This is an optimization exercise on Yosys and OpenROAD, whose aim is small area, a short achievable clock period and few clock cycles per item, not a production implementation.
RTL that was checked went through simulation tests only; none was proved equivalent to the original.
Power and IR drop assume default switching activity.

## feistel_cbc
module feistel_cbc (
    input              clk,
    input              rst,
    input              start,
    input      [3:0]   op,
    input      [2:0]   kidx,
    input      [255:0] din,
    output             ready,
    output reg         done,
    output reg         err,
    output     [63:0]  blk,
    output     [63:0]  chain
);
Settings: LEC_CHECK=0, CAP_MARGIN=20, CORE_MARGIN=2, CORE_UTILIZATION=40, CTS_CLUSTER_DIAMETER=60, CTS_CLUSTER_SIZE=28, SETUP_SLACK_MARGIN=4.0, SLEW_MARGIN=20, SYNTH_HIERARCHICAL=1, SYNTH_MINIMUM_KEEP_SIZE=0; clock period 7.0 ns.
standard.sh (not shown) runs the stock make flow with config.mk's settings and CLKGATE_MAP_FILE= SYNTH_SCRIPT=/design/flow/synth_recipe.tcl, a recipe that flattens the netlist after the stock synthesis.
==> flow/flow/run.sh <==
#!/bin/bash
# Standard ORFS layout with two changes: synthesis leaves out Yosys's
# full/half-adder extraction (ADDER_MAP_FILE empty), so ABC maps the adders
# with the rest of the logic; and the port buffers are the smallest buffer
# (sky130_fd_sc_hd__buf_1) instead of the cell buffer_ports picks by itself.
set -euo pipefail
cd "$(dirname "$0")/.."
bash standard.sh 'ADDER_MAP_FILE=' 'BUFFER_PORTS_ARGS=-buffer_cell sky130_fd_sc_hd__buf_1' finish > make_finish.log 2>&1
Testbench counts at the start, summed over its fixed seeds: cycles 12,832, blocks 384.
Edit:
--- a/flow/config.mk
+++ b/flow/config.mk
@@ -11,3 +11 @@
-export CTS_CLUSTER_DIAMETER = 60
-export CTS_CLUSTER_SIZE = 28
-export SETUP_SLACK_MARGIN = 4.0
+export SETUP_SLACK_MARGIN = 3.5
Maximum frequency goes down by 13%; area after synthesis stays the same; via count goes down by 1.9%; worst setup slack is worse by 0.44 ns; wire length goes down by 4.4%; power goes up by 5.3%; design area goes down by 3.4%.

---

job 1070:
Starting RTL as in the previous note.
Settings: LEC_CHECK=0, CAP_MARGIN=20, CORE_MARGIN=2, CORE_UTILIZATION=40, GPL_ROUTABILITY_DRIVEN=0, SETUP_SLACK_MARGIN=4.0, SLEW_MARGIN=20, SYNTH_HIERARCHICAL=1, SYNTH_MINIMUM_KEEP_SIZE=0; clock period 7.0 ns.
Scripts as last shown in full above: flow/flow/run.sh
Testbench counts of job 1070, summed over its fixed seeds: cycles 12,832, blocks 384.
### job 1070 -> job 6609
- GPL_ROUTABILITY_DRIVEN no longer set, was 0
- SETUP_SLACK_MARGIN now 3.8, was 4.0
[summary]
Job 6609 ended with more fraction of area in registers than job 1070.
Startpoint of the most critical setup path = blk_q[0]: job 6609; startpoint of the most critical setup path = blk_q[4]: job 1070
Delta (job 6609 minus job 1070): routed wire length decreased by 4.7 mm relative to the old numbers; total power decreased by 3.2% relative to the old numbers; leakage component of the power decreased by 4.5% relative to the old numbers.
> inputs changed (job 6609 -> job 3533)
- SETUP_SLACK_MARGIN changed from 3.8 to 4.2
Notes after the runs:
Across job 6609 and job 3533, the outcome is the same: a clean finish for every run. Delta(post-route clock skew, job 3533 - job 6609) < 0. Compared to job 6609, job 3533 has fraction of final layout cells with drive strength greater than 1 8.7 points higher. Total leakage power: job 3533 > job 6609. Detailed route wirelength on metal2: job 3533 vs job 6609 up about 15%.
### job 3533 -> job 1154
- swapping 40 for 60 in CORE_UTILIZATION
- swapping 4.2 for 4.0 in SETUP_SLACK_MARGIN
==> results.txt <==
Of job 3533 and job 1154, the higher met1 routed wirelength after detailed routing belongs to job 3533. Lower relative area of non-clock buffer cells in the final design goes to job 1154 over job 3533. Job 1154 — via count about 4% lower, job 3533 as reference. Taking job 3533 as the reference, in job 1154 area after detailed placement lost 1.2%, area enclosed by the die boundary fell by 23000 µm², core area saw a decrease. Job 3533 ended up with sky130_fd_sc_hd__or4_4 as its critical path's slowest cell; job 1154 ended up with sky130_fd_sc_hd__or3_1.

---

feistel_cbc, a different RTL version from the one above (not shown whole).
Size in the first run: about 400 I/O pins, about 26,000 sq um of cells after synthesis.
export LEC_CHECK = 0
export CAP_MARGIN = 20
export CORE_MARGIN = 2
export CORE_UTILIZATION = 40
export SLEW_MARGIN = 20
create_clock -name core_clock -period 7.0 [get_ports {clk}]
run.sh (not shown) runs the stock make flow with config.mk's settings and CLKGATE_MAP_FILE= SYNTH_SCRIPT=/design/flow/synth_recipe.tcl, a recipe that flattens the netlist after the stock synthesis.
Stock flow here: none of the scripts above is used.
Edit:
--- a/flow/config.mk
+++ b/flow/config.mk
@@ -9,3 +9,4 @@
 export CORE_MARGIN = 2
 export CORE_UTILIZATION = 40
+export SETUP_SLACK_MARGIN = 3.0
 export SLEW_MARGIN = 20
Fmax is higher by 23%.
Worst hold slack is about the same.
Total power came out higher by 2.9%.
Cell count grows by 1.1%.
Wire length rises by 1.5%.
Via count climbs by 1.5%.
Critical path depth goes down by 4.
Cell area rose by 3.8%.
No run of this note included a check of the RTL's function; only the layout flow was run.

---

RTL: one of the versions met above, not the one the previous note started from.
Size in the first run: ~2700 cells after synthesis, ~400 I/O pins.
export LEC_CHECK = 0
export CAP_MARGIN = 20
export CORE_MARGIN = 2
export CORE_UTILIZATION = 40
export CTS_CLUSTER_DIAMETER = 60
export CTS_CLUSTER_SIZE = 28
export SETUP_SLACK_MARGIN = 4.1
export SLEW_MARGIN = 20
export SYNTH_HIERARCHICAL = 1
export SYNTH_MINIMUM_KEEP_SIZE = 0
create_clock -name core_clock -period 7.0 [get_ports {clk}]
standard.sh (not shown) runs the stock make flow with config.mk's settings and CLKGATE_MAP_FILE= SYNTH_SCRIPT=/design/flow/synth_recipe.tcl, a recipe that flattens the netlist after the stock synthesis.
Scripts as last shown in full above: flow/flow/run.sh
Testbench counts at the start, summed over its fixed seeds: cycles 12,832, blocks 384.
Rerun with:
- CAP_MARGIN: 20 -> 5
- CTS_CLUSTER_DIAMETER: 60 -> not set
- CTS_CLUSTER_SIZE: 28 -> not set
- SETUP_SLACK_MARGIN: 4.1 -> 4.0
- SLEW_MARGIN: 20 -> 5
Effect: Count of clock-buffer cells in the layout climbs by 26. Sequential power is about the same. Clock power climbs by about a fifth. Setup slack loses 0.12 ns. Sequential cell count is unchanged. Synthesized area is unchanged. Cell count drops slightly. Non-clock buffer count drops by 53. Wire length drops slightly. Via count barely changes.
Rerun with:
- CAP_MARGIN: 5 -> 20
- SLEW_MARGIN: 5 -> 20
Outcome: Via count fell by 0.54%; combinational power is about the same; cell count barely changes; clock skew came out higher by 0.018 ns; utilization stays flat.

---

Another version of the RTL of feistel_cbc (not shown whole).
For scale: about 26000 sq um of cells after synthesis.
Settings: LEC_CHECK=0, CAP_MARGIN=20, CORE_MARGIN=2, CORE_UTILIZATION=40, SETUP_SLACK_MARGIN=4.0, SLEW_MARGIN=20, SYNTH_HIERARCHICAL=1, SYNTH_MINIMUM_KEEP_SIZE=0, TNS_END_PERCENT=10; clock period 7.0 ns.
Scripts as last shown in full above: flow/flow/run.sh
The starting point finished clean.
Testbench counts at the start, summed over its fixed seeds: cycles 12,832, blocks 384.
Change:
TNS_END_PERCENT = unset   (was 10)
Result: Design area came out higher by 0.95%; combinational power barely changes; clock skew drops by 13 ps; routed wire length came out higher by 0.49%; global-route usage hardly moves.
Change:
SETUP_SLACK_MARGIN = 4.1   (was 4.0)
Result: The changed run completed without violations; global-route usage goes up by 0.67 points; sequential power is about the same; final area climbs by about 4%; hold slack improves by 4.6 ps; clock power came out higher by 7.8%.
Change:
SETUP_SLACK_MARGIN = 3.9   (was 4.1)
=>
- worst setup slack degrades by 140 ps
- global-route usage decreases by 0.48 points
- power decreases by a few percent
- die area is unchanged
- routed wire length decreases by a few percent
- final cell count decreases slightly
- non-clock buffer count decreases by 70

---

feistel_cbc, a different RTL version from the one above (not shown whole).
Size: about 3100 cells after synthesis, roughly 400 I/O pins, roughly 26000 um^2 of cells after synthesis.
Settings: LEC_CHECK=0, CAP_MARGIN=20, CORE_MARGIN=2, CORE_UTILIZATION=40, SETUP_SLACK_MARGIN=3.8, SLEW_MARGIN=20, SYNTH_HIERARCHICAL=1, SYNTH_MINIMUM_KEEP_SIZE=0; clock period 7.0 ns.
Scripts as last shown in full above: flow/flow/run.sh
Testbench counts at the start, summed over its fixed seeds: cycles 12,832, blocks 384.
==> next run, changes <==
- CORE_UTILIZATION: 40 -> 55
Effect: Combinational power barely changes. Synthesized area stays the same. Synthesized cell count stays the same. Non-clock buffer count is higher by 24. Sequential power hardly moves.

==> re-timing with driven ports <==
The flow's constraints put no driver on any port. The routed layouts listed below were extracted and timed again, unchanged, in two steps. Step 1 assumes that a clkbuf_16 drives the clock port and a buf_2 every other input. Step 2, shift: input delay + t, output delay - t, t = (earliest + latest rising clock arrival at the registers) / 2. This alone moves slack from input paths to output paths. Three values: no drivers, after step 1, after step 2; two values: the first two.
run	t (ns)	setup slack, ns	hold slack, ns	worst setup path after step 2	worst register clock-pin slew, ns
the first run of note 1	0.666	3.962 / 3.959 / 3.293	0.477 / 0.477 / 0.477	input to register	0.10 / 0.10
the second run of note 1	0.675	3.519 / 3.540 / 2.864	0.470 / 0.470 / 0.470	input to register	0.07 / 0.07
job 1070	0.677	3.972 / 3.964 / 3.287	0.479 / 0.479 / 0.479	input to register	0.07 / 0.07
job 6609	0.680	3.865 / 3.793 / 3.113	0.466 / 0.466 / 0.466	input to register	0.07 / 0.07
job 3533	0.686	4.079 / 4.010 / 3.324	0.468 / 0.468 / 0.468	input to register	0.07 / 0.07
job 1154	0.684	3.965 / 3.869 / 3.185	0.476 / 0.476 / 0.476	input to register	0.07 / 0.07
the first run of note 3	0.677	2.020 / 2.050 / 1.373	0.457 / 0.457 / 0.457	input to register	0.07 / 0.07
the second run of note 3	0.677	2.954 / 2.991 / 2.313	0.456 / 0.456 / 0.456	input to register	0.06 / 0.06
the first run of note 4	0.676	4.075 / 4.043 / 3.367	0.471 / 0.471 / 0.471	input to register	0.10 / 0.10
the second run of note 4	0.689	3.955 / 3.964 / 3.275	0.468 / 0.468 / 0.468	input to register	0.07 / 0.07
the third run of note 4	0.686	3.999 / 3.962 / 3.276	0.476 / 0.476 / 0.476	input to register	0.07 / 0.07
the first run of note 5	0.670	3.909 / 3.947 / 3.277	0.459 / 0.459 / 0.459	input to register	0.06 / 0.06
the second run of note 5	0.678	4.024 / 3.890 / 3.212	0.479 / 0.479 / 0.479	input to register	0.07 / 0.07
the third run of note 5	0.690	4.003 / 4.003 / 3.335	0.484 / 0.484 / 0.484	input to register	0.07 / 0.07
the fourth run of note 5	0.674	3.865 / 3.907 / 3.233	0.463 / 0.463 / 0.463	input to register	0.06 / 0.06
the first run of note 6	0.681	3.817 / 3.827 / 3.146	0.454 / 0.454 / 0.454	input to register	0.07 / 0.07
the second run of note 6	0.691	3.787 / 3.811 / 3.120	0.452 / 0.452 / 0.452	input to register	0.06 / 0.06
After both steps every run listed still meets setup and hold. For the second run of note 5, which loses most, drivers alone change the setup slack by -0.134 ns; drivers and shift together by -0.812 ns.
